Background: an optimization exercise with open tools, aiming at small area. Do not read the settings as production practice. In this exercise RTL edits were held to simulation tests only and were not proved equivalent to the original. No driver is modelled on the clock port, so clocking that relies on it looks cheaper here than on a real chip. Power is estimated from default activity; no workload was simulated.

`flow/design.v`:
```
module ffm_sensor_link (
    input  wire        clk,
    input  wire        rst,
    input  wire        rx_valid,
    input  wire [7:0]  rx_data,
    output wire        adc_req,
    output wire [1:0]  adc_chan,
    input  wire        adc_valid,
    input  wire [11:0] adc_data,
    output wire        tx_valid,
    output wire [7:0]  tx_data,
    input  wire        tx_ready
);
    localparam [2:0] IDLE = 3'd0;    
    localparam [2:0] ADC  = 3'd1;    
    localparam [2:0] UW   = 3'd2;    
    localparam [2:0] UR   = 3'd3;    
    localparam [2:0] BW   = 3'd4;    
    localparam [2:0] BR   = 3'd5;    
    localparam [2:0] TX   = 3'd6;    
    localparam [1:0] OP_P = 2'd0, OP_T = 2'd1, OP_V = 2'd2, OP_X = 2'd3;
    reg [2:0]  st;
    reg [4:0]  ph;       
    reg        lap2;     
    reg [1:0]  op;       
    reg        s;        
    reg [2:0]  bp;       
    reg [18:0] a0, a1;   
    reg        sd0, sd1; 
    reg [11:0] tr;       
    reg        ca, cb;   
    reg        bw;       
    reg        c1;
    reg        e1, e2, c2;
    reg        f1, f2, c3;
    reg        g1, g2, g3, da, db;
    wire in_ur = (st == UR);
    wire in_br = (st == BR);
    wire is_v = (op == OP_V);
    wire vlo  = (bp == 3'd2);
    wire vhi  = (bp == 3'd3);
    wire cklo = (bp == 3'd6);
    wire comp = is_v & (vlo | vhi | cklo);
    wire last = (op == OP_P) ? (bp == 3'd3) : is_v ? (bp == 3'd7) : (bp == 3'd5);
    wire [7:0] ckhi  = {6'b111111, ~(ca & cb), ~(ca ^ cb)};
    reg  [7:0] cbyte;
    always @(*) begin
        case (bp)
            3'd0: cbyte = (op == OP_P) ? 8'h04 : (is_v & s) ? 8'h08 : 8'h06;
            3'd1: cbyte = {2'b10, op, 2'b00, s, ~s};
            3'd2: cbyte = (op == OP_P) ? {6'b011110, ~s, s} : {6'b000000, s, 1'b1};
            3'd3: cbyte = (op == OP_P) ? ckhi : {5'b00000, s, ~s, 1'b0};
            3'd4: cbyte = is_v ? 8'h00 : {5'b01100, ~s, 1'b0, ~s};
            3'd5: cbyte = is_v ? 8'h00 : ckhi;
            default: cbyte = ckhi;
        endcase
    end
    assign adc_req  = (st == ADC);
    assign adc_chan = {s, ~s};
    assign tx_valid = (st == TX);
    assign tx_data  = comp ? tr[11:4] : cbyte;
    wire lo12 = (ph < 5'd12);
    wire g0   = ~lap2 & lo12;                                     
    wire g5   = ~lap2 & (ph >= 5'd5) & (ph <= 5'd16);             
    wire w1   = ~lap2 & (ph >= 5'd10) & (ph <= 5'd17);            
    wire w2   = lap2 ? (ph <= 5'd6) : (ph == 5'd18);              
    wire a_0 = s ? a1[0] : a0[0];
    wire a_2 = s ? a1[2] : a0[2];
    wire a_7 = s ? a1[7] : a0[7];
    wire sd  = s ? sd1 : sd0;
    wire run = in_br & comp;
    wire x0  = run & g0 & a_7;           
    wire x5  = run & g5 & a_2;           
    wire z   = x0 ^ x5 ^ c1;
    wire y   = z ^ e2 ^ c2;
    wire w   = y ^ f2 ^ c3;
    wire q1  = w ^ g1 ^ da;
    wire q   = q1 ^ g3 ^ db;
    wire p   = s ? q : w;
    wire kb  = ~s & ~lap2 & ((ph == 5'd12) | (ph >= 5'd14));
    wire v   = p ^ kb ^ bw;
    wire kcb = s ? (lap2 & ~ph[0])
                 : (~lap2 | (~ph[2] & ~ph[1]) | (ph[2] & ~ph[0]));
    wire ge7  = (ph >= 5'd7);
    wire u_sh = sd ? lo12 : ge7;
    wire sx   = in_ur ? (sd & a_0) : tr[4];
    wire sy   = in_ur ? ~(sd & lo12 & a_7) : v;
    wire sz   = in_ur ? (u_sh & tr[0]) : kcb;
    wire s1   = sx ^ sy ^ ca;
    wire so   = s1 ^ sz ^ cb;
    wire ca_n = (sx & sy) | (sx & ca) | (sy & ca);
    wire cb_n = (s1 & sz) | (s1 & cb) | (sz & cb);
    wire sh_v = run & ((w1 & ~vhi) | (w2 & ~vlo));
    wire sin  = (cklo & w2) ? ~so : v;
    always @(posedge clk) begin
        ph <= (ph == 5'd18) ? 5'd0 : ph + 5'd1;
        c1 <= (x0 & x5) | (x0 & c1) | (x5 & c1);
        e1 <= z; e2 <= e1; c2 <= (z & e2) | (z & c2) | (e2 & c2);
        f1 <= y; f2 <= f1; c3 <= (y & f2) | (y & c3) | (f2 & c3);
        g1 <= w; g2 <= g1; g3 <= g2;
        da <= (w & g1) | (w & da) | (g1 & da);
        db <= (q1 & g3) | (q1 & db) | (g3 & db);
        bw <= (in_br & (lap2 | (ph >= 5'd10))) ? ((~p & (kb | bw)) | (kb & bw)) : 1'b0;
        a0 <= {(in_ur & ~s) ? so : a0[0], a0[18:1]};
        a1 <= {(in_ur &  s) ? so : a1[0], a1[18:1]};
        if (st == IDLE) begin
            ca <= 1'b0;
            cb <= 1'b0;
        end else if (st == UW) begin
            ca <= 1'b1;
            cb <= 1'b0;
        end else if (in_ur || (run && cklo)) begin
            ca <= (in_ur | w2) & ca_n;
            cb <= (in_ur | w2) & cb_n;
        end
        if (st == ADC && adc_valid)
            tr <= adc_data;
        else if ((in_ur && u_sh) || sh_v)
            tr <= {sin, tr[11:1]};
        if (rst) begin
            st  <= IDLE;
            ph  <= 5'd0;
            bp  <= 3'd0;
            sd0 <= 1'b0;
            sd1 <= 1'b0;
        end else begin
            case (st)
                IDLE: if (rx_valid) begin
                    case (bp[1:0])
                        2'd0: if (rx_data == 8'h04) bp <= 3'd1;
                        2'd1: begin
                            bp <= 3'd2;
                            s  <= rx_data[1];
                            if ((rx_data[3:0] == 4'd1 || rx_data[3:0] == 4'd2) &&
                                (rx_data[7:4] == 4'h8 || rx_data[7:4] == 4'h9 || rx_data[7:4] == 4'hA))
                                op <= rx_data[5:4];
                            else
                                op <= OP_X;
                        end
                        2'd2: begin
                            bp <= 3'd3;
                            if (rx_data != {2'b01, ~op, 2'b10, ~s, s})
                                op <= OP_X;
                        end
                        default: begin
                            bp <= 3'd0;
                            if (rx_data == 8'hFF && op != OP_X)
                                st <= (op == OP_V) ? ADC : TX;
                        end
                    endcase
                end
                ADC: if (adc_valid) st <= UW;
                UW: if (ph == 5'd18) st <= UR;
                UR: if (ph == 5'd18) begin
                    st <= TX;
                    if (s) sd1 <= 1'b1; else sd0 <= 1'b1;
                end
                BW: if (!comp) st <= TX;
                else if (ph == 5'd18) begin
                    st <= BR;
                    lap2 <= 1'b0;
                end
                BR: begin
                    if (ph == 5'd18) lap2 <= 1'b1;
                    if (vlo ? (!lap2 && ph == 5'd17) : (lap2 && ph == 5'd6))
                        st <= TX;
                end
                TX: if (tx_ready) begin
                    if (last) begin
                        st <= IDLE;
                        bp <= 3'd0;
                    end else begin
                        bp <= {bp[2:1], bp[0]} + 3'd1 | {1'b0, is_v & ~s & vhi, 1'b0};
                        st <= BW;
                    end
                end
                default: st <= IDLE;
            endcase
        end
    end
endmodule
```
`flow/flow/run.sh`:
```
#!/bin/bash
# Own flow: the standard layout (standard.sh), with these changes:
#  - synthesis maps the logic with an area-oriented ABC script (flow/area.abc)
#    and without ORFS's adder extraction; registers are mapped exactly as in
#    the standard synthesis, only the combinational mapping differs;
#  - port buffers are sky130_fd_sc_hd__buf_1 instead of the default pick;
#  - any clock tree settings given below.
# make's full output goes to flow_make.log in the work folder; ORFS's
# per-step logs stay under orfs/logs/.
set -euo pipefail
W=$(pwd)
export FLOW_WORK="$W"
export AREA_ABC_SCRIPT="$W/flow/area.abc"
bash standard.sh \
  SYNTH_SCRIPT="$W/flow/synth.tcl" \
  ADDER_MAP_FILE= \
  "BUFFER_PORTS_ARGS=-buffer_cell sky130_fd_sc_hd__buf_1" \
  CTS_ARGS=-sink_clustering_enable\ -repair_clock_nets\ -buf_list\ sky130_fd_sc_hd__clkbuf_4\ -dont_use_dummy_load \
  "POST_CTS_TCL=$W/flow/post_cts.tcl" \
  finish > "$W/flow_make.log" 2>&1
```
`flow/flow/area.abc`:
```
strash
&get -n
&fraig -x
&put
scorr
dc2
strash
&get -n
&deepsyn -T 30
&put
strash
&get -n
&dch -f
&nf -R 1000 -p -a
&put
strash
dch -f
amap
```
`flow/flow/post_cts.tcl`:
```
# After clock tree synthesis: a clkbuf_4 that drives 12 or more clock pins
# is swapped for a clkbuf_8 so the flip-flop clock-pin slew stays low, then
# the placement is legalized again.
set block [ord::get_db_block]
set changed 0
foreach inst [$block getInsts] {
  if {[[$inst getMaster] getName] ne "sky130_fd_sc_hd__clkbuf_4"} { continue }
  set out [$inst findITerm X]
  set net [$out getNet]
  if {$net eq "NULL"} { continue }
  set fo [expr {[llength [$net getITerms]] - 1}]
  if {$fo >= 12} {
    replace_cell [$inst getName] sky130_fd_sc_hd__clkbuf_8
    incr changed
  }
}
puts "post_cts: upsized $changed clock buffers"
if {$changed} {
  detailed_placement
  check_placement -verbose
}
```
`flow/flow/synth.tcl`:
```
# The standard synthesis (synth_recipe.tcl in the work folder), with an
# area-oriented ABC script in place of ORFS's.
proc abc {args} {
  set i [lsearch $args -script]
  if {$i >= 0} { lset args [expr {$i + 1}] $::env(AREA_ABC_SCRIPT) }
  yosys abc {*}$args
}
source $::env(FLOW_WORK)/synth_recipe.tcl
```
`flow/standard.sh`:
```
#!/bin/bash
# synth_recipe.tcl (not shown) runs the flow's synth.tcl, then flattens the netlist and writes it again
# the make line also repeats each setting of config.mk as NAME=value (left out here)
make -C /OpenROAD-flow-scripts/flow DESIGN_CONFIG=/design/flow/config.mk WORK_HOME=/design/flow/orfs CLKGATE_MAP_FILE= SYNTH_SCRIPT=/design/flow/synth_recipe.tcl "${@:-finish}"
```
`flow/config.mk`:
```
export PLATFORM = sky130hd
export DESIGN_NAME = ffm_sensor_link
export DESIGN_NICKNAME = ffm_sensor_link
export VERILOG_FILES = /design/flow/design.v
export SDC_FILE = /design/flow/constraint.sdc
export NUM_CORES = 4
export LEC_CHECK = 0
export CAP_MARGIN = 20
export CORE_MARGIN = 2
export CORE_UTILIZATION = 70
export SLEW_MARGIN = 20
```
`flow/constraint.sdc`:
```
create_clock -name core_clock -period 20.0 [get_ports {clk}]
set_input_delay 4.0000 -clock core_clock [delete_from_list [all_inputs] [get_ports {clk}]]
set_output_delay 4.0000 -clock core_clock [all_outputs]
set_load 0.01 [all_outputs]
```
==> results of run 1 <==
how the worst max path moves through the flow:
stage                             to  slack [ns]  cells past startpoint
after floorplan           tx_data[0]       14.14                      5
final                     tx_data[0]       13.17                      7
after global placement         st[1]       13.96                      9
after detailed placement       st[1]       13.87                      9
after global routing      tx_data[0]       13.10                      7
through the flow:
step	hold slack [ns]	worst slack, ns	instances	cell area, µm²	utilization
6_report	0.326	13.17	465	3520	0.797
5_1_grt	0.315	13.10	465	3520	0.797
3_5_place_dp	0.314	13.87	456	3440	0.779
3_3_place_gp	0.310	13.96	456	3440	0.779
2_1_floorplan	0.310	14.14	367	3230	-
final cells by class:
| cell class | count | area share |
|---|---|---|
| clock buffer | 9 | 0.0228 |
| timing repair buffer | 38 | 0.0427 |
| sequential | 82 | 0.512 |
| tap | 52 | 0.0185 |
| inverter | 45 | 0.0480 |
| multi-input combinational | 239 | 0.356 |
power by group:
| group | switching (W) | leakage, nW | internal [W] | total (W) |
|---|---|---|---|---|
| Clock | 0.0000487 | 0.0466 | 0.0000252 | 0.0000739 |
| Sequential | 0.0000137 | 0.682 | 0.000190 | 0.000204 |
| Combinational | 0.0000438 | 0.460 | 0.0000219 | 0.0000657 |
cells by family (layout without fill, tap and decap cells):
logic type      Yosys count  after routing  share of synthesized area
simple gates            136            136                      0.184
compound gates          103            103                      0.204
flops                    82             82                      0.558
buf+inv                  46             92                     0.0546
routing by layer:
layer  vias to the layer above  GRT usage
met4                         0      0.149
met3                        53     0.0792
li1                       1397          -
met2                       235      0.553
met1                      1350      0.427
met5                         -          0
layout by cell type (no fill, tap or decap), drive strengths merged, types with 2 or more instances in the layout:
cell / netlist / layout
dfxtp: 66 / 66
nand3: 7 / 7
clkbuf: 0 / 9
o22ai: 9 / 9
o22a: 9 / 9
nor4: 7 / 7
a22oi: 2 / 2
nor2: 72 / 72
a211oi: 3 / 3
or2: 3 / 3
clkinv: 45 / 45
o21ai: 26 / 26
o221ai: 3 / 3
a31oi: 5 / 5
a21oi: 27 / 27
o21a: 3 / 3
a2111oi: 5 / 5
nor3: 20 / 20
and2: 3 / 3
edfxtp: 16 / 16
nand2: 18 / 18
o32a: 2 / 2
a221oi: 2 / 2
nand4: 4 / 4
buf: 1 / 38
registers in the layout, indices dropped and copies added, names as in the netlist, 2 cells and up:
register	count
a0	19
a1	19
tr	12
ph	5
bp	3
st	3
op	2
==> impl_metrics.yaml, run 1 <==
run_status:
  status: "complete, no violations"
route:
  viasPerCell: 6.53
  highest_layer: "met4"
  drt-pass1-iter-count: 6
  avgRoutedWirePerCell_um: 17.8
  ant_nets: 0
  route.met3.wl_um: 848
  drc: 0
  drt_iter0_markers: 456
  wl_met1_mm: 3.20
  met2_length_mm: 3.85
  drt_wl_total_mm: 8.26
  dr_total_vias: 3035
floorplanning:
  die_area_mm2: 0.00517
  core_area_mm2: 0.00441
  die_h_um: 71.9
  num_rows: 24
  start_util: 0.732
  dieWidth_um: 71.9
  io_pins: 37
finish:
  fin_nets: 440
  n_fill_cell: 269
  n_antenna_cell: 0
  area_growth_pct: 8.91
  final-seq-area_mm2: 0.00180
  multi_input_area_mm2: 0.00125
  layout-drive-gt1-share: 0.0266
worst_hold_path:
  hp-class: "reg2reg"
  whs_endpoint: "a0[8]"
  min-delay-start: "a0[9]"
  hold_depth: 0
setup_path:
  path_max_fanout: 15
  reg2reg_from: "bp[1]"
  cp.required_ns: 16.00
  crit_arrival_ns: 2.83
  startpoint_type: "flop"
  cp-startpoint: "s"
  critPathMaxStageDelay_ns: 0.64
  reg2reg_slack_ns: 14.20
  path_buf_inv: 2
  reg2reg_depth: 26
  cpMaxStageDelayCell: "edfxtp_1"
  cp-end-kind: "output port"
  path_delay_family: "simple AND/OR/NAND/NOR gates"
  critPathKind: "reg2out"
  crit_chain: "clkinv_1 > nand2_1 > nor2_1 > nor4_1 > a2111oi_0 > a21oi_1 > buf_1"
  worstReg2RegEnd: "tr[11]"
synth:
  synth_cells: 367
  synth.avg_cell_area_um2: 8.80
  yosysTopAreaCell: "dfxtp_1"
  synthArstFlopShare: 0
  yosysTopAreaCellShare: 0.409
  yosysMostFrequentCell: "nor2_1"
  synth_nets: 392
  synth_edf_count: 16
  synth.area.top_cells: "dfxtp_1 (41%), edfxtp_1 (15%), nor2_1 (8.4%)"
  synthFlopType: "dfxtp_1"
  yosysSeqAreaShare: 0.558
  synth_cell_types: 33
  synthesis.area_mm2: 0.00323
  ys_warn_count: 1
  ys_ff_latch: 82
  synth_common_cells: "nor2_1 (72), dfxtp_1 (66), clkinv_1 (45)"
clock_tree:
  cts_tree: "built"
  insertion_delay_ns: 0.42
  clock_sinks: 82
  path_clk_slew_ns: 0.10
timing:
  relSlewSlack: 0.481
  fin_tns_setup_ns: 0
  rsz0062_at_grt: "no"
  period_needed_ns: 6.83
  maxSlewViolCount: 0
  hold_violations: 0
  fin_worst_skew_ns: 0.0341
  max_freq_mhz: 146
  tightest_slew_ns: 0.759
  setup_viol_count_final: 0
  min_period_over_period: 0.342
job:
  cap_violations: 0
placement:
  gp_congestion: 0.937
  dp_hpwl_mm: 5.91
  port_buffers: 36
grt:
  grt_overflow_total: 0
  grtUsageTotal: 0.337
  grt_max_degree: 19
  antenna_found_initial: 0
  grt_pass1_wl_mm: 13.2
  grt_pass1_vias: 2758
pwr:
  p_leak_nw: 1.19
  powerDensity_mw_per_mm2: 97.7
  vdd_drop_max_mv: 0.0817
  total_power_w: 0.000344
==> inputs of run 2 (changes only) <==
--- a/flow/flow/run.sh
+++ b/flow/flow/run.sh
@@ -15,6 +15,4 @@
   SYNTH_SCRIPT="$W/flow/synth.tcl" \
   ADDER_MAP_FILE= \
   "BUFFER_PORTS_ARGS=-buffer_cell sky130_fd_sc_hd__buf_1" \
-  CTS_ARGS=-sink_clustering_enable\ -repair_clock_nets\ -buf_list\ sky130_fd_sc_hd__clkbuf_4\ -dont_use_dummy_load \
-  "POST_CTS_TCL=$W/flow/post_cts.tcl" \
   finish > "$W/flow_make.log" 2>&1
--- a/flow/config.mk
+++ b/flow/config.mk
@@ -8,4 +8,5 @@
 export CAP_MARGIN = 20
 export CORE_MARGIN = 2
 export CORE_UTILIZATION = 70
+export CTS_BUF_LIST = sky130_fd_sc_hd__clkbuf_8
 export SLEW_MARGIN = 20
removed: flow/flow/post_cts.tcl
==> run 2 against run 1 <==
Against the previous run:
- critical path type unchanged
- clock skew fell by 0.025 ns
- sequential cell count did not move
- worst hold slack improved by 0.0041 ns
- via count increased by 1.6%
- final cell count rose by 1.5%
- still clean
- register-to-register slack improved by 0.15 ns
==> impl_metrics.yaml, run 2 <==
synth:
  yosysMostFrequentCell: "nor2_1"
  yosysTopAreaCell: "dfxtp_1"
  synth_nets: 392
  synth_common_cells: "nor2_1 (72), dfxtp_1 (66), clkinv_1 (45)"
  synthFlopType: "dfxtp_1"
  synth.avg_cell_area_um2: 8.80
  synth_edf_count: 16
  synthArstFlopShare: 0
  yosysSeqAreaShare: 0.558
  synth_cell_types: 33
  synth_cells: 367
  synth.area.top_cells: "dfxtp_1 (41%), edfxtp_1 (15%), nor2_1 (8.4%)"
  synthesis.area_mm2: 0.00323
  ys_warn_count: 1
  yosysTopAreaCellShare: 0.409
  ys_ff_latch: 82
timing:
  tightest_slew_ns: 0.742
  max_freq_mhz: 150
  fin_worst_skew_ns: 0.00914
  rsz0062_at_grt: "no"
  layout_setup_ws_ns: 13.33
  relSlewSlack: 0.493
  fin_tns_setup_ns: 0
  maxSlewViolCount: 0
  setup_viol_count_final: 0
  hold_violations: 0
  period_needed_ns: 6.67
  min_period_over_period: 0.334
route:
  drt-pass1-iter-count: 6
  avgRoutedWirePerCell_um: 18.4
  viasPerCell: 6.53
  drt_wl_total_mm: 8.67
  ant_nets: 0
  dr_total_vias: 3084
  drt_iter0_markers: 480
  drc: 0
grt:
  grt_pass1_vias: 2951
  grt_max_degree: 19
  grt_pass1_wl_mm: 13.9
  grt_overflow_total: 0
  antenna_found_initial: 0
  grtUsageTotal: 0.358
setup_path:
  reg2reg_depth: 26
  cp.required_ns: 16.00
  path_max_fanout: 15
  cp-end-kind: "output port"
  critPathKind: "reg2out"
  crit_arrival_ns: 2.67
  startpoint_type: "flop"
floorplanning:
  die_h_um: 71.9
  start_util: 0.732
  core_area_mm2: 0.00441
  io_pins: 37
  dieWidth_um: 71.9
  die_area_mm2: 0.00517
  num_rows: 24
finish:
  layout-drive-gt1-share: 0.0429
  final-seq-area_mm2: 0.00180
  n_fill_cell: 236
  fin_nets: 440
  final_cell_mix: "nor2_1 (72), dfxtp_1 (66), clkinv_1 (45)"
  stdcell_count: 472
  reg_top3: "a0 (19), a1 (19), tr (12)"
  multi_input_area_mm2: 0.00125
  area_growth_pct: 13.7
  n_antenna_cell: 0
  final_area_mm2: 0.00367
  final_common_cell: "nor2_1"
placement:
  port_buffers: 36
  dp_hpwl_mm: 5.91
  gp_congestion: 0.937
  placed_cell_area_mm2: 0.00344
  dp_slack_ns: 13.87
  dpl.cell_count: 456
worst_hold_path:
  hold_depth: 0
  hp-class: "reg2reg"
clock_tree:
  insertion_delay_ns: 0.36
  htreeDepth: 3
  hold_buffers: 0
  post_cts_buffers: 0
  path_clk_slew_ns: 0.09
  cts-root-buf: "clkbuf_8"
  clock_sinks: 82
  cts_max_path_buffers: 2
  post_cts_resized: 0
  cts_tree: "built"
  cts_made_buffers: 9
job:
  cap_violations: 0
pwr:
  total_power_w: 0.000408
  powerDensity_mw_per_mm2: 111
  p_leak_nw: 1.26
  vdd_drop_max_mv: 0.0939
run_status:
  status: "complete, no violations"
## run 2: area by class of cell
type                       count  area share
sequential                    82       0.491
multi-input combinational    239       0.341
inverter                      45      0.0460
timing repair buffer          38      0.0409
clock buffer                  10      0.0375
clock inverter                 6      0.0262
tap                           52      0.0177
## run 2: kinds of logic (layout without fill, tap and decap cells)
group	count (synthesis)	after routing	synth area share
AND/OR/NAND/NOR	136	136	0.184
AO/OA/AOI/OAI	103	103	0.204
flip-flops	82	82	0.558
buffers and inverters	46	99	0.0546
## run 2: report_power, final
group | switching, W | internal, W
clock | 0.0000630 | 0.0000752
sequential | 0.0000140 | 0.000190
combinational | 0.0000439 | 0.0000220
total | 0.000121 | 0.000287
## run 2: stage by stage
step | utilization | hold slack (ns)
after detailed placement | 0.779 | 0.314
final | 0.832 | 0.330
after global placement | 0.779 | 0.310
after floorplan | - | 0.310
after CTS | 0.832 | 0.332
after global routing | 0.832 | 0.339
## run 2: worst paths after layout
check,startpoint,end,slack [ns]
max,s,tx_data[0],13.33
min,a0[3],a0[2],0.33
max reg2reg,bp[1],tr[11],14.35
min reg2reg,a0[3],a0[2],0.33
## run 2: critical path, cell delays in order, from the launching register on
cell	delay, ns
edfxtp_1	0.64
clkinv_1	0.55
nand2_1	0.32
nor2_1	0.09
nor4_1	0.25
a2111oi_0	0.14
a21oi_1	0.15
buf_1	0.17
## run 2: layer usage
metal,global-route usage,up-vias,share of wire
met5,0,-,0
met4,0.222,0,0.043
met3,0.0931,55,0.10
met2,0.579,242,0.48
met1,0.427,1378,0.38
li1,-,1409,-
==> inputs of run 3 (changes only) <==
--- a/flow/flow/run.sh
+++ b/flow/flow/run.sh
@@ -15,4 +15,5 @@
   SYNTH_SCRIPT="$W/flow/synth.tcl" \
   ADDER_MAP_FILE= \
   "BUFFER_PORTS_ARGS=-buffer_cell sky130_fd_sc_hd__buf_1" \
+  CTS_ARGS=-sink_clustering_enable\ -repair_clock_nets\ -buf_list\ sky130_fd_sc_hd__clkbuf_8\ -dont_use_dummy_load \
   finish > "$W/flow_make.log" 2>&1
--- a/flow/config.mk
+++ b/flow/config.mk
@@ -8,5 +8,4 @@
 export CAP_MARGIN = 20
 export CORE_MARGIN = 2
 export CORE_UTILIZATION = 70
-export CTS_BUF_LIST = sky130_fd_sc_hd__clkbuf_8
 export SLEW_MARGIN = 20
==> run 3 against run 2 <==
Against the previous run:
- sequential share of layout area up 1.5 points
- via count down 3.4%
- utilization down 2.5 points
- register-to-register slack about the same
- still clean
- critical path type unchanged
- final cell count down 1.5%
- sequential power about the same
- clock power down 34%
- worst hold slack worse by 0.020 ns
- clock skew up 0.011 ns
- combinational power down 2%
==> impl_metrics.yaml, run 3 <==
synth:
  synth.avg_cell_area_um2: 8.80
  yosysSeqAreaShare: 0.558
  yosysTopAreaCellShare: 0.409
  synth_common_cells: "nor2_1 (72), dfxtp_1 (66), clkinv_1 (45)"
  synthArstFlopShare: 0
  synthesis.area_mm2: 0.00323
  yosysMostFrequentCell: "nor2_1"
  synth_nets: 392
  synth_edf_count: 16
  synth.area.top_cells: "dfxtp_1 (41%), edfxtp_1 (15%), nor2_1 (8.4%)"
  ys_warn_count: 1
  ys_ff_latch: 82
  synthFlopType: "dfxtp_1"
  synth_cell_types: 33
  yosysTopAreaCell: "dfxtp_1"
  synth_cells: 367
timing:
  fin_worst_skew_ns: 0.0199
  relSlewSlack: 0.461
  period_needed_ns: 6.54
  max_freq_mhz: 153
  rsz0062_at_grt: "no"
  setup_viol_count_final: 0
  maxSlewViolCount: 0
  fin_tns_setup_ns: 0
  hold_violations: 0
  min_period_over_period: 0.327
  tightest_slew_ns: 0.788
finish:
  area_growth_pct: 10.3
  final_cell_mix: "nor2_1 (72), dfxtp_1 (66), clkinv_1 (45)"
  n_antenna_cell: 0
  postLayoutCoreUtil: 0.807
  fin_nets: 440
  reg_top3: "a0 (19), a1 (19), tr (12)"
  final_common_cell: "nor2_1"
  layout-drive-gt1-share: 0.0266
  n_fill_cell: 261
route:
  drc: 0
  drt_iter0_markers: 487
  ant_nets: 0
  avgRoutedWirePerCell_um: 17.2
  dr_total_vias: 2980
  drt_wl_total_mm: 8.02
  viasPerCell: 6.41
  drt-pass1-iter-count: 6
clock_tree:
  cts-root-buf: "clkbuf_8"
  clock_sinks: 82
  htreeDepth: 3
  post_cts_resized: 0
  path_clk_slew_ns: 0.08
  post_cts_buffers: 0
  hold_buffers: 0
  cts_made_buffers: 9
  insertion_delay_ns: 0.35
  cts_tree: "built"
  cts_max_path_buffers: 2
setup_path:
  cpMaxStageDelayCell: "edfxtp_1"
  crit_chain: "clkinv_1 > nand2_1 > nor2_1 > nor4_1 > a2111oi_0 > a21oi_1 > buf_1"
  startpoint_type: "flop"
  cp-end-kind: "output port"
  path_max_fanout: 15
  crit_arrival_ns: 2.54
  critPathKind: "reg2out"
  critPathMaxStageDelay_ns: 0.63
  cp.required_ns: 16.00
floorplanning:
  die_area_mm2: 0.00517
  die_h_um: 71.9
  io_pins: 37
  core_area_mm2: 0.00441
  start_util: 0.732
  dieWidth_um: 71.9
  num_rows: 24
placement:
  gp_congestion: 0.937
  port_buffers: 36
  dp_hpwl_mm: 5.91
pwr:
  p_leak_nw: 1.21
  clockPowerShare: 0.252
  power_switching_w: 0.000107
  p_int_w: 0.000253
  seqPwrFrac: 0.568
  vdd_drop_max_mv: 0.0840
  p_sw_frac: 0.297
  powerDensity_mw_per_mm2: 101
  combPwrFrac: 0.180
grt:
  grt_pass1_vias: 2744
  grtUsageTotal: 0.331
  grt_overflow_total: 0
  grt_pass1_wl_mm: 12.9
  antenna_found_initial: 0
  grt_max_degree: 19
run_status:
  status: "complete, no violations"
job:
  cap_violations: 0
worst_hold_path:
  hp-class: "reg2reg"
run 3: layout make-up:
type	count	area, µm²	area share
flip-flops and latches	82	1800	0.506
multi-input cells	239	1250	0.352
inverters	45	169	0.0474
repair buffers	38	150	0.0421
clock buffers	9	124	0.0348
well taps	52	65.1	0.0183
run 3: worst paths after layout:
kind	startpoint	to	slack [ns]	depth (start not counted)
worst min-delay path	a0[3]	a0[2]	0.31	0
worst max register to register	bp[1]	tr[11]	14.36	26
worst max-delay path	s	tx_data[0]	13.46	7
worst min register to register	a0[3]	a0[2]	0.31	0
run 3: cells by family after synthesis:
| group | count (synthesis) | share of synthesized area |
|---|---|---|
| compound gates | 103 | 0.204 |
| simple gates | 136 | 0.184 |
| buf+inv | 46 | 0.0546 |
| flops | 82 | 0.558 |
run 3: critical path, delay by kind of cell, from the launching register on:
family | cells | cell delay (ns)
compound gates | 2 | 0.25
buf+inv | 2 | 0.70
flops | 1 | 0.63
simple gates | 3 | 0.62
run 3: power by group through the flow:
stage          registers, W  clock network, W  logic [W]
2_1_floorplan      0.000202                 0  0.0000450
3_3_place_gp       0.000205                 0  0.0000589
3_5_place_dp       0.000207                 0  0.0000617
4_1_cts            0.000204         0.0000902  0.0000627
5_1_grt            0.000206         0.0000979  0.0000702
6_report           0.000204         0.0000905  0.0000646
run 3: metrics by stage:
step                power [W]  cell area [µm²]  hold WS (ns)  setup WS [ns]  instances
finish               0.000359             3560         0.310          13.46        465
floorplan            0.000247             3230         0.310          14.14        367
global route         0.000374             3560         0.317          13.39        465
detailed placement   0.000269             3440         0.314          13.87        456
global placement     0.000264             3440         0.310          13.96        456
CTS                  0.000357             3560         0.312          13.57        465
run 3: per-layer routing:
layer,share of wire,GRT usage,routed length [µm],up-vias
li1,-,-,-,1402
met1,0.39,0.422,3110,1317
met2,0.48,0.542,3860,231
met3,0.10,0.0736,841,30
met4,0.026,0.155,211,0
met5,0,0,0,-
==> inputs of run 4 (changes only) <==
==> flow/flow/run.sh (replaced) <==
#!/bin/bash
# Own flow: the standard layout (standard.sh), with these changes:
#  - synthesis (flow/synth.tcl) is the standard synthesis except for the
#    ABC mapping step, which tries the area-oriented scripts flow/*.abc and
#    keeps the smallest result, and ORFS's adder extraction is off; the
#    registers are mapped exactly as in the standard synthesis;
#  - port buffers are sky130_fd_sc_hd__buf_1 instead of the default pick;
#  - the clock tree is built from sky130_fd_sc_hd__clkbuf_4 without dummy
#    loads; flow/post_cts.tcl then swaps any clkbuf_4 that drives 12 or more
#    clock pins for a clkbuf_8 (clock-pin slew).
# make's full output goes to flow_make.log in the work folder; ORFS's
# per-step logs stay under orfs/logs/.
set -euo pipefail
W=$(pwd)
export FLOW_WORK="$W"
bash standard.sh \
  SYNTH_SCRIPT="$W/flow/synth.tcl" \
  ADDER_MAP_FILE= \
  "BUFFER_PORTS_ARGS=-buffer_cell sky130_fd_sc_hd__buf_1" \
  "CTS_ARGS=-sink_clustering_enable -repair_clock_nets -buf_list sky130_fd_sc_hd__clkbuf_4 -dont_use_dummy_load" \
  "POST_CTS_TCL=$W/flow/post_cts.tcl" \
  finish > "$W/flow_make.log" 2>&1
==> flow/flow/amap.abc (new file) <==
strash
&get -n
&fraig -x
&put
scorr
dc2
strash
dch -f
amap
==> flow/flow/deep.abc (new file) <==
strash
&get -n
&fraig -x
&put
scorr
dc2
strash
&get -n
&deepsyn -T 30
&put
strash
&get -n
&dch -f
&nf -R 1000 -p -a
&put
strash
dch -f
amap
==> flow/flow/deepnf.abc (new file) <==
strash
&get -n
&fraig -x
&put
scorr
dc2
strash
&get -n
&deepsyn -T 20
&put
strash
&get -n
&dch -f
&nf -R 1000 -p -a
&put
==> flow/flow/nf.abc (new file) <==
strash
&get -n
&fraig -x
&put
scorr
dc2
strash
&get -n
&dch -f
&nf -R 1000 -p -a
&put
strash
dc2
&get -n
&dch -f
&nf -R 1000 -p -a
&put
==> flow/flow/post_cts.tcl (new file) <==
# After clock tree synthesis: a clkbuf_4 that drives 12 or more clock pins
# is swapped for a clkbuf_8 so the flip-flop clock-pin slew stays low, then
# the placement is legalized again.
set block [ord::get_db_block]
set changed 0
foreach inst [$block getInsts] {
  if {[[$inst getMaster] getName] ne "sky130_fd_sc_hd__clkbuf_4"} { continue }
  set out [$inst findITerm X]
  set net [$out getNet]
  if {$net eq "NULL"} { continue }
  set fo [expr {[llength [$net getITerms]] - 1}]
  if {$fo >= 12} {
    replace_cell [$inst getName] sky130_fd_sc_hd__clkbuf_8
    incr changed
  }
}
puts "post_cts: upsized $changed clock buffers"
if {$changed} {
  detailed_placement
  check_placement -verbose
}
==> flow/flow/synth.tcl (replaced) <==
# The standard synthesis (synth_recipe.tcl in the work folder); only its
# ABC mapping step differs: the logic is mapped with each of a few
# area-oriented ABC scripts (flow/*.abc) and the smallest result is kept.
# Registers are mapped before this step, exactly as in the standard
# synthesis.
proc abc {args} {
  set i [lsearch $args -script]
  if {$i < 0} { yosys abc {*}$args; return }
  design -save pre_abc
  set best ""
  set best_area 0
  foreach script [lsort [glob $::env(FLOW_WORK)/flow/*.abc]] {
    design -load pre_abc
    lset args [expr {$i + 1}] $script
    if {[catch {yosys abc {*}$args} err]} {
      puts "abc with [file tail $script] failed: $err"
      continue
    }
    set out [tee -q -s result.string stat {*}$::lib_args]
    if {![regexp {Chip area for module[^:]*:\s*([0-9.]+)} $out -> area]} { continue }
    puts "abc with [file tail $script]: area $area"
    if {$best eq "" || $area < $best_area} {
      set best $script
      set best_area $area
      design -save best_abc
    }
  }
  if {$best eq ""} { error "no ABC script succeeded" }
  puts "abc: keeping [file tail $best] (area $best_area)"
  design -load best_abc
}
source $::env(FLOW_WORK)/synth_recipe.tcl
--- a/flow/config.mk
+++ b/flow/config.mk
@@ -5,7 +5,7 @@
 export SDC_FILE = /design/flow/constraint.sdc
 export NUM_CORES = 4
 export LEC_CHECK = 0
-export CAP_MARGIN = 20
+export CAP_MARGIN = 0
 export CORE_MARGIN = 2
 export CORE_UTILIZATION = 70
-export SLEW_MARGIN = 20
+export SLEW_MARGIN = 0
removed: flow/flow/area.abc
==> run 4 against run 3 <==
Against the previous run:
- register-to-register slack lost 0.16 ns
- fmax is 4.2% lower
- worst hold slack better by 0.016 ns
==> impl_metrics.yaml, run 4 <==
floorplanning:
  num_rows: 24
  io_pins: 37
  dieWidth_um: 71.9
  die_h_um: 71.9
  core_area_mm2: 0.00441
  start_util: 0.732
  die_area_mm2: 0.00517
timing:
  max_freq_mhz: 146
  setup_viol_count_final: 0
  min_period_over_period: 0.342
  tightest_slew_ns: 0.759
  fin_tns_setup_ns: 0
  hold_violations: 0
  period_needed_ns: 6.83
  relSlewSlack: 0.481
  fin_worst_skew_ns: 0.0341
  rsz0062_at_grt: "no"
  maxSlewViolCount: 0
pwr:
  p_sw_frac: 0.309
  p_int_w: 0.000237
  vdd_drop_max_mv: 0.0817
  powerDensity_mw_per_mm2: 97.7
  power_switching_w: 0.000106
  combPwrFrac: 0.191
  p_leak_nw: 1.19
  clockPowerShare: 0.215
  seqPwrFrac: 0.594
placement:
  port_buffers: 36
  placed_cell_area_mm2: 0.00344
  dpl.cell_count: 456
  gp_congestion: 0.937
  dp_hpwl_mm: 5.91
grt:
  antenna_found_initial: 0
  grt_pass1_wl_mm: 13.2
  grt_overflow_total: 0
  grt_pass1_vias: 2758
  grt_max_degree: 19
  grtUsageTotal: 0.337
route:
  drc: 0
  dr_total_vias: 3035
  drt-pass1-iter-count: 6
  ant_nets: 0
  drt_wl_total_mm: 8.26
  avgRoutedWirePerCell_um: 17.8
  viasPerCell: 6.53
  drt_iter0_markers: 456
setup_path:
  cp-end-kind: "output port"
  critPathMaxStageDelay_ns: 0.64
  cpMaxStageDelayCell: "edfxtp_1"
  crit_arrival_ns: 2.83
  crit_chain: "clkinv_1 > nand2_1 > nor2_1 > nor4_1 > a2111oi_0 > a21oi_1 > buf_1"
  path_max_fanout: 15
  critPathKind: "reg2out"
  path_buf_inv: 2
  startpoint_type: "flop"
  path_delay_family: "simple AND/OR/NAND/NOR gates"
  cp.required_ns: 16.00
clock_tree:
  clock_sinks: 82
  cts_tree: "built"
  insertion_delay_ns: 0.42
  path_clk_slew_ns: 0.10
finish:
  n_fill_cell: 269
  fin_nets: 440
  reg_top3: "a0 (19), a1 (19), tr (12)"
  final_area_mm2: 0.00352
  area_growth_pct: 8.91
  layout-drive-gt1-share: 0.0266
  n_antenna_cell: 0
  stdcell_count: 465
  final_common_cell: "nor2_1"
  final_cell_mix: "nor2_1 (72), dfxtp_1 (66), clkinv_1 (45)"
synth:
  synth_nets: 392
  synthesis.area_mm2: 0.00323
  yosysTopAreaCellShare: 0.409
  synth_cells: 367
  synth_edf_count: 16
  yosysSeqAreaShare: 0.558
  yosysMostFrequentCell: "nor2_1"
  synth_common_cells: "nor2_1 (72), dfxtp_1 (66), clkinv_1 (45)"
  ys_warn_count: 1
  synthFlopType: "dfxtp_1"
  synth.area.top_cells: "dfxtp_1 (41%), edfxtp_1 (15%), nor2_1 (8.4%)"
  synthArstFlopShare: 0
  ys_ff_latch: 82
  synth_cell_types: 33
  synth.avg_cell_area_um2: 8.80
  yosysTopAreaCell: "dfxtp_1"
job:
  cap_violations: 0
worst_hold_path:
  hp-class: "reg2reg"
run_status:
  status: "complete, no violations"
## run 4: logic make-up (layout without fill, tap and decap cells)
| logic type | count (synthesis) | count (layout) | synth area share |
|---|---|---|---|
| flops | 82 | 82 | 0.558 |
| compound gates | 103 | 103 | 0.204 |
| simple gates | 136 | 136 | 0.184 |
| buf+inv | 46 | 92 | 0.0546 |
## run 4: layout make-up
type | instances | area (µm²) | share of cell area
clock buffer | 9 | 80.1 | 0.0228
inverter | 45 | 169 | 0.0480
multi-input combinational | 239 | 1250 | 0.356
sequential | 82 | 1800 | 0.512
tap | 52 | 65.1 | 0.0185
timing repair buffer | 38 | 150 | 0.0427
## run 4: power groups by stage
| stage | combinational (W) | clock (W) | sequential [W] |
|---|---|---|---|
| floorplan | 0.0000450 | 0 | 0.000202 |
| global route | 0.0000706 | 0.0000804 | 0.000206 |
| global placement | 0.0000589 | 0 | 0.000205 |
| detailed placement | 0.0000617 | 0 | 0.000207 |
| finish | 0.0000657 | 0.0000739 | 0.000204 |
## run 4: path summary, 6_finish.rpt
check                    end  cells after the start  slack (ns)  start
hold reg to reg        a0[8]                      0        0.33  a0[9]
setup / recovery  tx_data[0]                      7       13.17      s
hold / removal         a0[8]                      0        0.33  a0[9]
setup reg to reg      tr[11]                     26       14.20  bp[1]
## run 4: metrics by stage
| step | utilization | power (W) | setup slack [ns] | hold WS (ns) |
|---|---|---|---|---|
| after floorplan | - | 0.000247 | 14.14 | 0.310 |
| after global placement | 0.779 | 0.000264 | 13.96 | 0.310 |
| after detailed placement | 0.779 | 0.000269 | 13.87 | 0.314 |
| after global routing | 0.797 | 0.000357 | 13.10 | 0.315 |
| final | 0.797 | 0.000344 | 13.17 | 0.326 |
## run 4: routing by layer
metal | global-route usage | vias up | part of all wire
li1 | - | 1397 | -
met5 | 0 | - | 0
met1 | 0.427 | 1350 | 0.39
met4 | 0.149 | 0 | 0.043
met3 | 0.0792 | 53 | 0.10
met2 | 0.553 | 235 | 0.47
==> inputs of run 5 (changes only) <==
--- a/flow/config.mk
+++ b/flow/config.mk
@@ -5,7 +5,8 @@
 export SDC_FILE = /design/flow/constraint.sdc
 export NUM_CORES = 4
 export LEC_CHECK = 0
-export CAP_MARGIN = 0
+export CAP_MARGIN = 20
 export CORE_MARGIN = 2
 export CORE_UTILIZATION = 70
-export SLEW_MARGIN = 0
+export GPL_TIMING_DRIVEN = 0
+export SLEW_MARGIN = 20
==> run 5 against run 4 <==
Against the previous run:
- critical endpoint unchanged
- critical path type unchanged
- sequential cell count did not move
- largest cell class unchanged
- utilization did not move
- setup slack got worse by 0.17 ns
- critical path depth is 1 lower
- via count decreased by 1.5%
- clock skew down 0.0088 ns
- count of clock-buffer cells in the layout stayed put
- still clean
- largest power group unchanged
- clock power is 3.0% lower
- worst hold slack worse by 0.0016 ns
==> impl_metrics.yaml, run 5 <==
synth:
  yosysTopAreaCellShare: 0.409
  synthesis.area_mm2: 0.00323
  synth_common_cells: "nor2_1 (72), dfxtp_1 (66), clkinv_1 (45)"
  yosysTopAreaCell: "dfxtp_1"
  ys_ff_latch: 82
  ys_warn_count: 1
  synth.avg_cell_area_um2: 8.80
  synth_cells: 367
  synth_cell_types: 33
  yosysSeqAreaShare: 0.558
  synth_nets: 392
  synthArstFlopShare: 0
  synth_edf_count: 16
  synthFlopType: "dfxtp_1"
  yosysMostFrequentCell: "nor2_1"
  synth.area.top_cells: "dfxtp_1 (41%), edfxtp_1 (15%), nor2_1 (8.4%)"
finish:
  final_area_mm2: 0.00352
  n_fill_cell: 291
  fin_nets: 440
  reg_top3: "a0 (19), a1 (19), tr (12)"
  final_common_cell: "nor2_1"
  n_antenna_cell: 0
  area_growth_pct: 8.91
  layout-drive-gt1-share: 0.0266
  stdcell_count: 465
  final_cell_mix: "nor2_1 (72), dfxtp_1 (66), clkinv_1 (45)"
route:
  drc: 0
  drt-pass1-iter-count: 5
  avgRoutedWirePerCell_um: 17.2
  wl_met1_mm: 3.19
  drt_wl_total_mm: 8.02
  viasPerCell: 6.43
  ant_nets: 0
  route.met3.wl_um: 665
  drt_iter0_markers: 244
  highest_layer: "met4"
  dr_total_vias: 2988
  met2_length_mm: 3.86
placement:
  dpl.cell_count: 456
  gp_congestion: 0.928
  placed_cell_area_mm2: 0.00344
  dp_hpwl_mm: 6.06
  port_buffers: 36
floorplanning:
  core_area_mm2: 0.00441
  die_area_mm2: 0.00517
  die_h_um: 71.9
  dieWidth_um: 71.9
  start_util: 0.732
  num_rows: 24
  io_pins: 37
pwr:
  p_sw_frac: 0.300
  total_power_w: 0.000339
  power_switching_w: 0.000102
  seqPwrFrac: 0.601
  combPwrFrac: 0.187
  vdd_drop_max_mv: 0.0815
  p_int_w: 0.000237
  p_leak_nw: 1.19
  powerDensity_mw_per_mm2: 96.4
  clockPowerShare: 0.211
timing:
  fin_tns_setup_ns: 0
  maxSlewViolCount: 0
  fin_worst_skew_ns: 0.0253
  relSlewSlack: 0.296
  rsz0062_at_grt: "no"
  max_freq_mhz: 143
  min_period_over_period: 0.350
  tightest_slew_ns: 1.04
  setup_viol_count_final: 0
  hold_violations: 0
  period_needed_ns: 7.00
setup_path:
  startpoint_type: "flop"
  crit_chain: "nor2_1 > o21ai_0 > clkinv_1 > a2111oi_0 > a21oi_1 > buf_1"
  path_buf_inv: 2
  cp-end-kind: "output port"
  path_delay_family: "compound AO/OA/AOI/OAI gates"
  critPathMaxStageDelay_ns: 0.85
  critPathKind: "reg2out"
  crit_arrival_ns: 3.00
  cpMaxStageDelayCell: "o21ai_0"
  cp.required_ns: 16.00
  path_max_fanout: 10
worst_hold_path:
  hp-class: "reg2reg"
run_status:
  status: "complete, no violations"
grt:
  grt_pass1_wl_mm: 12.6
  grt_max_degree: 19
  grt_pass1_vias: 2741
  antenna_found_initial: 0
  grt_overflow_total: 0
  grtUsageTotal: 0.327
clock_tree:
  cts_tree: "built"
  clock_sinks: 82
  path_clk_slew_ns: 0.10
  insertion_delay_ns: 0.42
job:
  cap_violations: 0
## run 5: changes by cell type in the layout (fill, tap and decap cells not counted)
cell | previous run | this run
o21ai_0 | 26 | 25
o21ai_1 | 0 | 1
## run 5: power by group through the flow
stage               Sequential [W]  Clock (W)  Combinational (W)
floorplan                 0.000202          0          0.0000450
global placement          0.000205          0          0.0000575
detailed placement        0.000207          0          0.0000621
global route              0.000205  0.0000792          0.0000696
finish                    0.000204  0.0000717          0.0000636
## run 5: cell type report
| type | instances | area (µm²) | share of cell area |
|---|---|---|---|
| buffer | 1 | 7.51 | 0.00213 |
| sequential | 82 | 1800 | 0.512 |
| multi-input combinational | 239 | 1250 | 0.356 |
| inverter | 45 | 169 | 0.0480 |
| clock buffer | 9 | 80.1 | 0.0228 |
| tap | 52 | 65.1 | 0.0185 |
| timing repair buffer | 37 | 143 | 0.0405 |
## run 5: through the flow
stage,setup slack (ns),hold slack [ns],utilization
floorplan,14.14,0.310,-
global placement,13.55,0.310,0.777
detailed placement,13.46,0.312,0.779
global route,12.78,0.328,0.797
finish,13.00,0.325,0.797
## run 5: per-layer routing
metal,up-vias,global-route usage
met5,-,0
met4,0,0.184
met3,37,0.0861
met2,181,0.538
met1,1365,0.390
li1,1405,-
## run 5: worst paths after layout
| kind | from | endpoint | slack (ns) | depth (start not counted) |
|---|---|---|---|---|
| setup / recovery | bp[0] | tx_data[0] | 13.00 | 6 |
| hold / removal | a0[11] | a0[10] | 0.32 | 0 |
| setup reg to reg | bp[1] | tr[11] | 14.23 | 25 |
| hold reg to reg | a0[11] | a0[10] | 0.32 | 0 |
## run 5: cells by family (layout without fill, tap and decap cells)
logic type / count (synthesis) / count (layout) / synth area share
DFF: 82 / 82 / 0.558
and+or+nand+nor: 136 / 136 / 0.184
AOI/OAI and AO/OA: 103 / 103 / 0.204
buffers and inverters: 46 / 92 / 0.0546
==> inputs of run 6 (changes only) <==
--- a/flow/config.mk
+++ b/flow/config.mk
@@ -8,5 +8,4 @@
 export CAP_MARGIN = 20
 export CORE_MARGIN = 2
 export CORE_UTILIZATION = 70
-export GPL_TIMING_DRIVEN = 0
 export SLEW_MARGIN = 20
==> run 6 against run 5 <==
Against the previous run:
- first-iteration DRC count rose by 87%
- critical endpoint unchanged
- synthesized cell count did not move
- worst hold slack improved by 0.0016 ns
- still clean on timing, DRC and antenna
- largest power group unchanged
- utilization did not move
- fmax rose by 2.5%
- critical path type unchanged
==> impl_metrics.yaml, run 6 <==
run_status:
  status: "complete, no violations"
timing:
  relSlewSlack: 0.481
  fin_worst_skew_ns: 0.0341
  maxSlewViolCount: 0
  fin_tns_setup_ns: 0
  period_needed_ns: 6.83
  rsz0062_at_grt: "no"
  max_freq_mhz: 146
  fin_hold_ws_ns: 0.326
  setup_viol_count_final: 0
  hold_violations: 0
  min_period_over_period: 0.342
  tightest_slew_ns: 0.759
job:
  cap_violations: 0
setup_path:
  critPathMaxStageDelay_ns: 0.64
  path_delay_family: "simple AND/OR/NAND/NOR gates"
  cp.depth: 7
  cpMaxStageDelayCell: "edfxtp_1"
  crit_chain: "clkinv_1 > nand2_1 > nor2_1 > nor4_1 > a2111oi_0 > a21oi_1 > buf_1"
  cp-end-kind: "output port"
  crit_arrival_ns: 2.83
  critPathKind: "reg2out"
  path_buf_inv: 2
  path_max_fanout: 15
  reg2reg_depth: 26
  startpoint_type: "flop"
  cp.required_ns: 16.00
finish:
  stdcell_count: 465
  n_antenna_cell: 0
  final_cell_mix: "nor2_1 (72), dfxtp_1 (66), clkinv_1 (45)"
  layout-drive-gt1-share: 0.0266
  area_growth_pct: 8.91
  final_area_mm2: 0.00352
  fin_nets: 440
  reg_top3: "a0 (19), a1 (19), tr (12)"
  final_common_cell: "nor2_1"
grt:
  grt_max_degree: 19
  grt_pass1_wl_mm: 13.2
  antenna_found_initial: 0
  grtUsageTotal: 0.337
  grt_pass1_vias: 2758
  grt_overflow_total: 0
synth:
  synth_nets: 392
  synthArstFlopShare: 0
  ys_ff_latch: 82
  yosysTopAreaCell: "dfxtp_1"
  yosysTopAreaCellShare: 0.409
  ys_warn_count: 1
  synth_cell_types: 33
  synth.area.top_cells: "dfxtp_1 (41%), edfxtp_1 (15%), nor2_1 (8.4%)"
  synthFlopType: "dfxtp_1"
  yosysSeqAreaShare: 0.558
  yosysMostFrequentCell: "nor2_1"
  synth_edf_count: 16
  synth.avg_cell_area_um2: 8.80
  synth_common_cells: "nor2_1 (72), dfxtp_1 (66), clkinv_1 (45)"
  synthesis.area_mm2: 0.00323
  synth_cells: 367
route:
  viasPerCell: 6.53
  ant_nets: 0
  dr_total_vias: 3035
  drt-pass1-iter-count: 6
  drt_wl_total_mm: 8.26
  avgRoutedWirePerCell_um: 17.8
  drc: 0
  drt_iter0_markers: 456
placement:
  port_buffers: 36
  gp_congestion: 0.937
  dp_hpwl_mm: 5.91
  placed_cell_area_mm2: 0.00344
  dpl.cell_count: 456
pwr:
  total_power_w: 0.000344
  vdd_drop_max_mv: 0.0817
  p_leak_nw: 1.19
  powerDensity_mw_per_mm2: 97.7
floorplanning:
  die_area_mm2: 0.00517
  die_h_um: 71.9
  dieWidth_um: 71.9
  core_area_mm2: 0.00441
  io_pins: 37
  start_util: 0.732
  num_rows: 24
clock_tree:
  clock_sinks: 82
  cts_tree: "built"
  insertion_delay_ns: 0.42
  path_clk_slew_ns: 0.10
worst_hold_path:
  hold_depth: 0
  hp-class: "reg2reg"
==> run 6: cell count changes in the layout (fill, tap and decap cells not counted) <==
cell / previous run / this run
o21ai_1: 1 / 0
o21ai_0: 25 / 26
==> run 6: routing by layer <==
metal  routed length [µm]  up-vias  global-route usage
met4                  358        0               0.149
met3                  848       53              0.0792
li1                     -     1397                   -
met2                 3850      235               0.553
met1                 3200     1350               0.427
met5                    0        -                   0
==> run 6: final timing paths <==
path,from,end,slack [ns]
worst max register to register,bp[1],tr[11],14.20
worst min-delay path,a0[9],a0[8],0.33
worst max-delay path,s,tx_data[0],13.17
worst min register to register,a0[9],a0[8],0.33
==> run 6: cell type report <==
type                       count  area, µm²
fill                         269        896
clock buffer                   9       80.1
multi-input combinational    239       1250
timing repair buffer          38        150
tap                           52       65.1
inverter                      45        169
sequential                    82       1800
==> run 6: metrics by stage <==
stage          worst slack, ns   util
2_1_floorplan            14.14      -
3_3_place_gp             13.96  0.779
3_5_place_dp             13.87  0.779
5_1_grt                  13.10  0.797
6_report                 13.17  0.797
==> run 6: logic make-up (layout without fill, tap and decap cells) <==
| kind of cell | after synthesis | in the layout | synth area share |
|---|---|---|---|
| AOI/OAI and AO/OA | 103 | 103 | 0.204 |
| and+or+nand+nor | 136 | 136 | 0.184 |
| buffers and inverters | 46 | 92 | 0.0546 |
| DFF | 82 | 82 | 0.558 |
==> run 6: power breakdown <==
part,leakage (nW),internal (W),switching [W]
logic,0.460,0.0000219,0.0000438
registers,0.682,0.000190,0.0000137
clock network,0.0466,0.0000252,0.0000487
==> inputs of run 7 (changes only) <==
==> flow/flow/deep_s1.abc (new file) <==
strash
&get -n
&fraig -x
&put
scorr
dc2
strash
&get -n
&deepsyn -T 30 -S 1
&put
strash
&get -n
&dch -f
&nf -R 1000 -p -a
&put
strash
dch -f
amap
==> flow/flow/deep_s2.abc (new file) <==
strash
&get -n
&fraig -x
&put
scorr
dc2
strash
&get -n
&deepsyn -T 30 -S 2
&put
strash
&get -n
&dch -f
&nf -R 1000 -p -a
&put
strash
dch -f
amap
==> run 7 against run 6 <==
Against the previous run:
- still clean
- utilization stayed put
- sequential share of layout area is the same
- synthesized cell count unchanged
- design area is the same
- synthesized area stayed put
- critical endpoint unchanged
==> impl_metrics.yaml, run 7 <==
run_status:
  status: "complete, no violations"
setup_path:
  startpoint_type: "flop"
  critPathKind: "reg2out"
  crit_arrival_ns: 2.83
  cp-end-kind: "output port"
  cp.required_ns: 16.00
  path_max_fanout: 15
placement:
  port_buffers: 36
  dpl.cell_count: 456
  dp_slack_ns: 13.87
  dp_hpwl_mm: 5.91
  placed_cell_area_mm2: 0.00344
  gp_congestion: 0.937
pwr:
  powerDensity_mw_per_mm2: 97.7
  p_leak_nw: 1.19
  vdd_drop_max_mv: 0.0817
finish:
  final_area_mm2: 0.00352
  n_fill_cell: 269
  final_common_cell: "nor2_1"
  area_growth_pct: 8.91
  layout-drive-gt1-share: 0.0266
  fin_nets: 440
  reg_top3: "a0 (19), a1 (19), tr (12)"
  final_cell_mix: "nor2_1 (72), dfxtp_1 (66), clkinv_1 (45)"
  stdcell_count: 465
  n_antenna_cell: 0
synth:
  synth_nets: 392
  ys_warn_count: 1
  synthArstFlopShare: 0
  synthFlopType: "dfxtp_1"
  synth.area.top_cells: "dfxtp_1 (41%), edfxtp_1 (15%), nor2_1 (8.4%)"
  ys_ff_latch: 82
  synth_edf_count: 16
  yosysSeqAreaShare: 0.558
  synth_common_cells: "nor2_1 (72), dfxtp_1 (66), clkinv_1 (45)"
  yosysTopAreaCellShare: 0.409
  synth_cells: 367
  synthesis.area_mm2: 0.00323
  yosysMostFrequentCell: "nor2_1"
  yosysTopAreaCell: "dfxtp_1"
  synth_cell_types: 33
  synth.avg_cell_area_um2: 8.80
route:
  avgRoutedWirePerCell_um: 17.8
  drc: 0
  dr_total_vias: 3035
  viasPerCell: 6.53
  ant_nets: 0
  drt_wl_total_mm: 8.26
  drt_iter0_markers: 456
  drt-pass1-iter-count: 6
timing:
  layout_setup_ws_ns: 13.17
  period_needed_ns: 6.83
  rsz0062_at_grt: "no"
  maxSlewViolCount: 0
  fin_hold_ws_ns: 0.326
  fin_tns_setup_ns: 0
  setup_viol_count_final: 0
  tightest_slew_ns: 0.759
  fin_worst_skew_ns: 0.0341
  relSlewSlack: 0.481
  hold_violations: 0
  max_freq_mhz: 146
  min_period_over_period: 0.342
grt:
  grt_pass1_wl_mm: 13.2
  use_met3: 0.0792
  use_met2: 0.553
  gr-max-usage-layer: "met2"
  antenna_found_initial: 0
  grt_pass1_vias: 2758
  grt_use_met1: 0.427
  grt_max_degree: 19
  grtUsageTotal: 0.337
  grt_overflow_total: 0
clock_tree:
  cts_tree: "built"
  insertion_delay_ns: 0.42
  clock_sinks: 82
  path_clk_slew_ns: 0.10
worst_hold_path:
  hp-class: "reg2reg"
floorplanning:
  dieWidth_um: 71.9
  die_area_mm2: 0.00517
  start_util: 0.732
  num_rows: 24
  die_h_um: 71.9
  core_area_mm2: 0.00441
  io_pins: 37
job:
  cap_violations: 0
## run 7: cell counts in the layout (fill, tap and decap cells not counted)
No cell type changed its count.
## run 7: metrics by stage
step,util,power (W)
3_5_place_dp,0.779,0.000269
3_3_place_gp,0.779,0.000264
5_1_grt,0.797,0.000357
2_1_floorplan,-,0.000247
6_report,0.797,0.000344
## run 7: path summary, 6_finish.rpt
path | slack [ns] | startpoint | cells past startpoint | endpoint
worst max-delay path | 13.17 | s | 7 | tx_data[0]
worst min-delay path | 0.33 | a0[9] | 0 | a0[8]
worst max register to register | 14.20 | bp[1] | 26 | tr[11]
worst min register to register | 0.33 | a0[9] | 0 | a0[8]
## run 7: kinds of logic (layout without fill, tap and decap cells)
| group | after synthesis | count (layout) | synth area share |
|---|---|---|---|
| buf+inv | 46 | 92 | 0.0546 |
| compound gates | 103 | 103 | 0.204 |
| simple gates | 136 | 136 | 0.184 |
| flops | 82 | 82 | 0.558 |
## run 7: layer usage
layer	wire length, µm	vias to the layer above
li1	-	1397
met1	3200	1350
met2	3850	235
met3	848	53
met4	358	0
met5	0	-
## run 7: cell type report
cell class	instances	area [µm²]	area share
flip-flops and latches	82	1800	0.512
inverters	45	169	0.0480
well taps	52	65.1	0.0185
multi-input cells	239	1250	0.356
repair buffers	38	150	0.0427
clock buffers	9	80.1	0.0228
## run 7: critical path: stages (launching register included)
cell	delay (ns)
edfxtp_1	0.64
clkinv_1	0.55
nand2_1	0.31
nor2_1	0.08
nor4_1	0.35
a2111oi_0	0.17
a21oi_1	0.15
buf_1	0.17
## run 7: power breakdown
group,switching [W],leakage [nW],internal (W)
clock network,0.0000487,0.0466,0.0000252
registers,0.0000137,0.682,0.000190
logic,0.0000438,0.460,0.0000219
total,0.000106,1.19,0.000237
==> inputs of run 8 (changes only) <==
--- a/flow/design.v
+++ b/flow/design.v
@@ -29,7 +29,6 @@
     reg        sd0, sd1; 
     reg [11:0] tr;       
     reg        ca, cb;   
-    reg        bw;       
     reg        c1;
     reg        e1, e2, c2;
     reg        f1, f2, c3;
@@ -74,11 +73,11 @@
     wire z   = x0 ^ x5 ^ c1;
     wire y   = z ^ e2 ^ c2;
     wire w   = y ^ f2 ^ c3;
-    wire q1  = w ^ g1 ^ da;
-    wire q   = q1 ^ g3 ^ db;
-    wire p   = s ? q : w;
-    wire kb  = ~s & ~lap2 & ((ph == 5'd12) | (ph >= 5'd14));
-    wire v   = p ^ kb ^ bw;
+    wire k5  = lap2 | (ph == 5'd12) | (ph == 5'd13);
+    wire q2  = s ? g1 : k5;
+    wire q8  = s & g3;
+    wire q1  = w ^ q2 ^ da;
+    wire v   = q1 ^ q8 ^ db;
     wire kcb = s ? (lap2 & ~ph[0])
                  : (~lap2 | (~ph[2] & ~ph[1]) | (ph[2] & ~ph[0]));
     wire ge7  = (ph >= 5'd7);
@@ -90,7 +89,7 @@
     wire so   = s1 ^ sz ^ cb;
     wire ca_n = (sx & sy) | (sx & ca) | (sy & ca);
     wire cb_n = (s1 & sz) | (s1 & cb) | (sz & cb);
-    wire sh_v = run & ((w1 & ~vhi) | (w2 & ~vlo));
+    wire sh_v = run & (w1 | w2);
     wire sin  = (cklo & w2) ? ~so : v;
     always @(posedge clk) begin
         ph <= (ph == 5'd18) ? 5'd0 : ph + 5'd1;
@@ -98,9 +97,9 @@
         e1 <= z; e2 <= e1; c2 <= (z & e2) | (z & c2) | (e2 & c2);
         f1 <= y; f2 <= f1; c3 <= (y & f2) | (y & c3) | (f2 & c3);
         g1 <= w; g2 <= g1; g3 <= g2;
-        da <= (w & g1) | (w & da) | (g1 & da);
-        db <= (q1 & g3) | (q1 & db) | (g3 & db);
-        bw <= (in_br & (lap2 | (ph >= 5'd10))) ? ((~p & (kb | bw)) | (kb & bw)) : 1'b0;
+        da <= (w & q2) | (w & da) | (q2 & da);
+        db <= (q1 & q8) | (q1 & db) | (q8 & db);
+        lap2 <= in_br & (lap2 | (ph == 5'd18));
         a0 <= {(in_ur & ~s) ? so : a0[0], a0[18:1]};
         a1 <= {(in_ur &  s) ? so : a1[0], a1[18:1]};
         if (st == IDLE) begin
@@ -156,15 +155,9 @@
                     if (s) sd1 <= 1'b1; else sd0 <= 1'b1;
                 end
                 BW: if (!comp) st <= TX;
-                else if (ph == 5'd18) begin
-                    st <= BR;
-                    lap2 <= 1'b0;
-                end
-                BR: begin
-                    if (ph == 5'd18) lap2 <= 1'b1;
-                    if (vlo ? (!lap2 && ph == 5'd17) : (lap2 && ph == 5'd6))
-                        st <= TX;
-                end
+                else if (ph == 5'd18) st <= BR;
+                BR: if (vlo ? (!lap2 && ph == 5'd17) : (lap2 && ph == 5'd6))
+                    st <= TX;
                 TX: if (tx_ready) begin
                     if (last) begin
                         st <= IDLE;
==> run 8 against run 7 <==
Against the previous run:
- still clean on timing, DRC and antenna
- first-iteration DRC count down 40%
- final cell count down 3.9%
- sequential cell count down 1
- setup slack worse by 0.070 ns
- die area down 2.9%
- non-clock buffer count down 1
- critical endpoint is now tx_data[1]
- highest routed layer unchanged
==> impl_metrics.yaml, run 8 <==
run_status:
  status: "complete, no violations"
setup_path:
  critPathKind: "reg2out"
  cp-end-kind: "output port"
  startpoint_type: "flop"
  reg2reg_from: "op[0]"
  reg2reg_slack_ns: 14.99
  cp.required_ns: 16.00
  worstReg2RegEnd: "tr[11]"
  crit_arrival_ns: 2.90
  path_max_fanout: 8
  reg2reg_depth: 20
route:
  drc: 0
  wl_met1_mm: 3.00
  viasPerCell: 6.29
  drt_iter0_markers: 275
  drt-pass1-iter-count: 5
  highest_layer: "met4"
  drt_wl_total_mm: 6.90
  route.met3.wl_um: 575
  dr_total_vias: 2811
  met2_length_mm: 3.11
  avgRoutedWirePerCell_um: 15.4
  ant_nets: 0
timing:
  tightest_slew_ns: 0.701
  fin_hold_ws_ns: 0.314
  rsz0062_at_grt: "no"
  hold_violations: 0
  period_needed_ns: 6.90
  fin_tns_setup_ns: 0
  relSlewSlack: 0.529
  max_freq_mhz: 145
  maxSlewViolCount: 0
  fin_worst_skew_ns: 0.0256
  setup_viol_count_final: 0
  min_period_over_period: 0.345
  layout_setup_ws_ns: 13.10
synth:
  yosysSeqAreaShare: 0.566
  synth_cell_types: 38
  ys_warn_count: 1
  synth_edf_count: 15
  yosysTopAreaCell: "dfxtp_1"
  synthesis.area_mm2: 0.00313
  synth_cells: 350
  synth_nets: 375
  synth.area.top_cells: "dfxtp_1 (42%), edfxtp_1 (14%), nor2_1 (8.7%)"
  synthFlopType: "dfxtp_1"
  yosysTopAreaCellShare: 0.422
  synth_common_cells: "nor2_1 (73), dfxtp_1 (66), clkinv_1 (38)"
  synth.avg_cell_area_um2: 8.95
  yosysMostFrequentCell: "nor2_1"
  ys_ff_latch: 81
  synthArstFlopShare: 0
floorplanning:
  core_area_mm2: 0.00432
  die_area_mm2: 0.00502
  dieWidth_um: 70.9
  die_h_um: 70.9
  start_util: 0.724
  io_pins: 37
  num_rows: 24
finish:
  area_growth_pct: 8.95
  n_antenna_cell: 0
  final_cell_mix: "nor2_1 (73), dfxtp_1 (66), clkinv_1 (38)"
  final-seq-area_mm2: 0.00177
  multi_input_area_mm2: 0.00121
  final_common_cell: "nor2_1"
  layout-drive-gt1-share: 0.0253
  fin_nets: 422
  n_fill_cell: 313
  reg_top3: "a0 (19), a1 (19), tr (12)"
pwr:
  p_int_w: 0.000233
  powerDensity_mw_per_mm2: 96.1
  combPwrFrac: 0.172
  power_switching_w: 0.0000946
  vdd_drop_max_mv: 0.0805
  clockPowerShare: 0.217
  total_power_w: 0.000328
  seqPwrFrac: 0.611
  p_leak_nw: 1.14
  p_sw_frac: 0.288
clock_tree:
  insertion_delay_ns: 0.41
  path_clk_slew_ns: 0.10
  clock_sinks: 81
  cts_tree: "built"
placement:
  gp_congestion: 0.963
  dp_hpwl_mm: 5.03
  dp_slack_ns: 13.70
  port_buffers: 36
worst_hold_path:
  whs_endpoint: "a0[5]"
  hold_depth: 0
  hp-class: "reg2reg"
  min-delay-start: "a0[6]"
grt:
  grt_pass1_wl_mm: 11.4
  grt_max_degree: 20
  grtUsageTotal: 0.292
  grt_overflow_total: 0
  grt_pass1_vias: 2538
  antenna_found_initial: 0
job:
  cap_violations: 0
==> run 8: cell types whose count changed after synthesis, sizes merged, moves of 4 or more <==
cell / change
a21oi: -4
clkinv: -7
or2: +4
nor3: -4
nand2: +4
==> run 8: final cells by class <==
type,count,area share
Multi-Input combinational cell,230,0.355
Sequential cell,81,0.519
Tap cell,52,0.0191
Inverter,38,0.0418
Clock buffer,9,0.0235
Timing Repair Buffer,37,0.0418
==> run 8: layer usage <==
layer  vias up  track usage
li1       1347            -
met4         0        0.155
met3        23       0.0684
met1      1269        0.387
met2       172        0.447
met5         -            0
==> run 8: worst max-delay path, stage by stage (launching register included) <==
cell and delay [ns]:
edfxtp_1 0.46, clkinv_1 0.27, nand2_1 0.22, nor2_1 0.06, nor3_1 0.27, or2_0 0.20
nor2_1 0.10, nor3_1 0.40, a221o_1 0.27, o21ai_0 0.12, buf_1 0.16
==> run 8: stage by stage <==
step           instance area [µm²]  utilization  cells
2_1_floorplan                 3130            -    350
3_3_place_gp                  3330        0.771    438
3_5_place_dp                  3330        0.771    438
5_1_grt                       3410        0.789    447
6_report                      3410        0.789    447
==> run 8: cell families after synthesis <==
logic type             Yosys count  synth area share
buffers and inverters           39            0.0479
DFF                             81             0.566
and+or+nand+nor                135             0.188
AOI/OAI and AO/OA               95             0.198
==> run 8: worst max-delay path by stage <==
stage | end | start | cells past startpoint
after global routing | tx_data[2] | op[0] | 10
after detailed placement | tx_data[1] | op[0] | 10
after floorplan | tx_data[1] | op[0] | 9
after global placement | tx_data[1] | op[0] | 10
final | tx_data[1] | op[0] | 10
==> run 8: power by group through the flow <==
stage / sequential, W / clock, W / combinational, W
after global routing: 0.000202 / 0.0000786 / 0.0000625
after detailed placement: 0.000203 / 0 / 0.0000551
after global placement: 0.000202 / 0 / 0.0000527
after floorplan: 0.000200 / 0 / 0.0000404
final: 0.000200 / 0.0000713 / 0.0000564

## what the ideal ports hide
Ports are ideal in the flow. The routed layouts listed here were re-timed in OpenROAD. Step 1, drivers: a clkbuf_16 drives clk and a buf_2 each remaining input, both assumed. Step 2 moves the port delays by t, midway between the first and last clock arrival at a register: inputs arrive t later, outputs are due t later. That takes back most of the time a late clock gives input paths. Slacks: no drivers / after step 1 / after step 2; pairs: no drivers / after step 1.
run | t (ns) | slack for setup (ns) | clock arrival spread, ns | slew at the worst register clock pin (ns)
run 1 | 0.433 | 13.170 / 13.142 / 13.575 | 0.034 / 0.034 | 0.11 / 0.11
run 2 | 0.384 | 13.327 / 13.299 / 13.683 | 0.010 / 0.009 | 0.09 / 0.09
run 3 | 0.372 | 13.458 / 13.428 / 13.800 | 0.020 / 0.020 | 0.08 / 0.08
run 4 | 0.433 | 13.170 / 13.142 / 13.575 | 0.034 / 0.034 | 0.11 / 0.11
run 5 | 0.432 | 12.996 / 12.969 / 13.401 | 0.025 / 0.026 | 0.10 / 0.10
run 6 | 0.433 | 13.170 / 13.142 / 13.575 | 0.034 / 0.034 | 0.11 / 0.11
run 7 | 0.433 | 13.170 / 13.142 / 13.575 | 0.034 / 0.034 | 0.11 / 0.11
run 8 | 0.423 | 13.099 / 13.074 / 13.497 | 0.026 / 0.026 | 0.10 / 0.10
After both steps every run listed still meets setup and hold.
